What follows belongs to an exercise in optimizing a design on an open flow for small area; a production flow would make more cautious choices. Function was checked by simulation only, so behaviour that the tests miss may differ from the original. The clock port is modelled as an ideal driver; clocking choices that lean on that would not hold on a real chip. Power figures rest on the tool's default switching activity, not on a simulated workload.

// es51986_decoder
module es51986_decoder (
    input  wire        clk,
    input  wire        rst,           
    input  wire        in_valid,
    input  wire [7:0]  in_byte,
    output wire        out_valid,
    output wire        out_is_err,
    output wire [29:0] out_payload,
    input  wire [2:0]  q_range,
    input  wire [3:0]  q_func,
    input  wire [15:0] q_digits,      
    output wire        res_valid,
    output wire [1:0]  res_place,
    output wire [2:0]  res_prefix,
    output wire [2:0]  res_base,
    output wire [2:0]  res_len,
    output wire [39:0] res_text
);
Size in the first run: about 520 cells after synthesis, roughly 100 flip-flops, about 120 I/O pins.
Settings: LEC_CHECK=0, CAP_MARGIN=20, CORE_MARGIN=2, CORE_UTILIZATION=60, PLACE_DENSITY=0.75, SLEW_MARGIN=20, SYNTH_HIERARCHICAL=1, SYNTH_MINIMUM_KEEP_SIZE=0; clock period 8.5 ns.
standard.sh (not shown) runs the stock make flow with config.mk's settings and CLKGATE_MAP_FILE= SYNTH_SCRIPT=/design/flow/synth_recipe.tcl, a recipe that flattens the netlist after the stock synthesis.
==> flow/flow/run.sh <==
#!/bin/bash
set -euo pipefail
export BUFFER_PORTS_ARGS="-buffer_cell sky130_fd_sc_hd__buf_1"
export CTS_ARGS="-sink_clustering_enable -repair_clock_nets -dont_use_dummy_load -buf_list sky130_fd_sc_hd__clkbuf_8"
bash standard.sh cts > standard_cts.log 2>&1
R=orfs/results/$FLOW_PLATFORM/es51986_decoder/base
IN_ODB=$R/4_cts.odb IN_SDC=$R/4_cts.sdc OUT_ODB=$R/4_cts_sized.odb SLEW_LIMIT=0.120 \
    openroad -no_init -exit flow/clock_sizing.tcl > clock_sizing.log 2>&1
cp $R/4_cts_sized.odb $R/4_cts.odb
bash standard.sh finish > standard.log 2>&1
==> flow/flow/clock_sizing.tcl <==
# Clock buffer sizing after CTS: each clock buffer is tried at
# sky130_fd_sc_hd__clkbuf_4, then sky130_fd_sc_hd__clkbuf_2, and keeps the
# smaller cell only if the largest flip-flop clock-pin slew, estimated from
# the placement, stays under SLEW_LIMIT (ns). Every buffer keeps its place.
set platform $::env(FLOW_HOME)/platforms/$::env(FLOW_PLATFORM)
foreach lib [glob $platform/lib/*.lib] {
  if {![string match "*dummy*" $lib]} { read_liberty $lib }
}
read_db $::env(IN_ODB)
read_sdc $::env(IN_SDC)
source $platform/setRC.tcl
set_propagated_clock [all_clocks]
set limit $::env(SLEW_LIMIT)
proc maxslew {} {
  estimate_parasitics -placement
  set mx 0
  foreach p [get_pins -hierarchical */CLK] {
    foreach prop {slew_max_rise slew_max_fall} {
      set s [get_property $p $prop]
      if {$s > $mx} { set mx $s }
    }
  }
  return $mx
}
puts "start: largest clock-pin slew [maxslew]"
foreach target {sky130_fd_sc_hd__clkbuf_4 sky130_fd_sc_hd__clkbuf_2} {
  set tz [string range $target [expr [string last _ $target] + 1] end]
  foreach inst [get_cells *] {
    set m [get_property $inst ref_name]
    if {![string match "sky130_fd_sc_hd__clkbuf_*" $m]} { continue }
    set sz [string range $m [expr [string last _ $m] + 1] end]
    if {$tz >= $sz} { continue }
    replace_cell $inst $target
    set s [maxslew]
    if {$s > $limit} {
      replace_cell $inst $m
    } else {
      puts "[get_full_name $inst]: $m -> $target (largest clock-pin slew $s)"
    }
  }
}
puts "end: largest clock-pin slew [maxslew]"
write_db $::env(OUT_ODB)
Next try:
==> flow/flow/run.sh (replaced) <==
#!/bin/bash
# Standard ORFS layout (standard.sh) with these changes:
#  - the port buffers are the smallest buffer cell (buf_1);
#  - clock tree synthesis adds no dummy loads and uses clkbuf_8;
#  - the constant outputs share the tie cell that synthesis made
#    (SKIP_REPAIR_TIE_FANOUT), instead of one tie cell per output.
# make's output goes to standard_cts.log and standard.log, the sizing step's
# to clock_sizing.log; each ORFS tool's own log is in orfs/logs.
set -euo pipefail
export BUFFER_PORTS_ARGS="-buffer_cell sky130_fd_sc_hd__buf_1"
export SKIP_REPAIR_TIE_FANOUT=1
export CTS_ARGS="-sink_clustering_enable -repair_clock_nets -dont_use_dummy_load -buf_list sky130_fd_sc_hd__clkbuf_8"
bash standard.sh cts > standard_cts.log 2>&1
R=orfs/results/$FLOW_PLATFORM/es51986_decoder/base
IN_ODB=$R/4_cts.odb IN_SDC=$R/4_cts.sdc OUT_ODB=$R/4_cts_sized.odb SLEW_LIMIT=0.115 \
    openroad -no_init -exit flow/clock_sizing.tcl > clock_sizing.log 2>&1
cp $R/4_cts_sized.odb $R/4_cts.odb
bash standard.sh finish > standard.log 2>&1
=>
- synthesized cell count does not change
- hold slack stays flat
- global-route usage fell by 1.6 points
- non-clock buffer count is unchanged
- sequential power barely changes
- routed wire length decreases by 3.4%
- synthesized area is unchanged
- first-iteration DRC count decreases by 20%
- die area stays the same

========
es51986_decoder, a different RTL version from the one above (not shown whole).
For scale: about 520 cells after synthesis, about 120 I/O pins.
Settings: LEC_CHECK=0, CAP_MARGIN=20, CORE_MARGIN=2, CORE_UTILIZATION=40, PLACE_DENSITY=0.6, SLEW_MARGIN=20; clock period 8.5 ns.
run.sh (not shown) runs the stock make flow with config.mk's settings and CLKGATE_MAP_FILE= SYNTH_SCRIPT=/design/flow/synth_recipe.tcl, a recipe that flattens the netlist after the stock synthesis.
Stock flow here: none of the scripts above is used.
The first run ran to the end with no violations.
==> next run, changes <==
==> flow/flow/run.sh (new file) <==
#!/bin/bash
# Standard ORFS layout with two changes: the port buffers are the smallest
# buffer cell, and clock tree synthesis adds no dummy loads and uses small
# clock buffers. Each tool's output is kept in orfs/logs; make's own output
# goes to standard.log.
set -euo pipefail
export BUFFER_PORTS_ARGS="-buffer_cell sky130_fd_sc_hd__buf_1"
export CTS_ARGS="-sink_clustering_enable -repair_clock_nets -dont_use_dummy_load -buf_list sky130_fd_sc_hd__clkbuf_8"
bash standard.sh finish > standard.log 2>&1
==> flow/standard.sh (new file) <==
#!/bin/bash
# synth_recipe.tcl (not shown) runs the flow's synth.tcl, then flattens the netlist and writes it again
# the make line also repeats each setting of config.mk as NAME=value (left out here)
make -C /OpenROAD-flow-scripts/flow DESIGN_CONFIG=/design/flow/config.mk WORK_HOME=/design/flow/orfs CLKGATE_MAP_FILE= SYNTH_SCRIPT=/design/flow/synth_recipe.tcl "${@:-finish}"
Settings changed: CORE_UTILIZATION 40 to 60, PLACE_DENSITY 0.6 to 0.75.
removed: flow/run.sh
Total power went down by 17%.
Final cell count went down by 9.1%.
Critical path depth does not change.
Via count went up by 1.2%.
Cell area went down by 14%.
Non-clock buffer count went up by 1.
Routed wire length went down by 8.7%.
Register-to-register slack improved by 0.09 ns.
Core utilization went up by 14 points.
Area after synthesis is unchanged.

-- separate check: timing with driven ports --
Ports are ideal in the flow. The routed layouts listed here were re-timed in OpenROAD. Step 1 sets driving cells, clkbuf_16 on the clock port and buf_2 on the other inputs (assumed; they add their load-dependent delay and slew). Step 2 times the ports against the registers' clock, not the clock port: input delays grow and output delays shrink by t, the midpoint of the rising clock arrivals with the driver on. Three values: no drivers, after step 1, after step 2; two values: the first two.
run | t (ns) | slack for setup (ns) | worst setup path at the end | worst slew at a driven data input, ns
the first run of note 1 | 0.436 | 1.668 / 1.639 / 2.076 | register to output | 0.04
the second run of note 1 | 0.524 | 1.744 / 1.714 / 2.238 | register to output | 0.04
the first run of note 2 | 0.389 | 2.376 / 2.333 / 2.721 | register to output | 0.07
the second run of note 2 | 0.370 | 2.818 / 2.787 / 3.157 | register to output | 0.04
After both steps setup and hold are still met in every run listed.
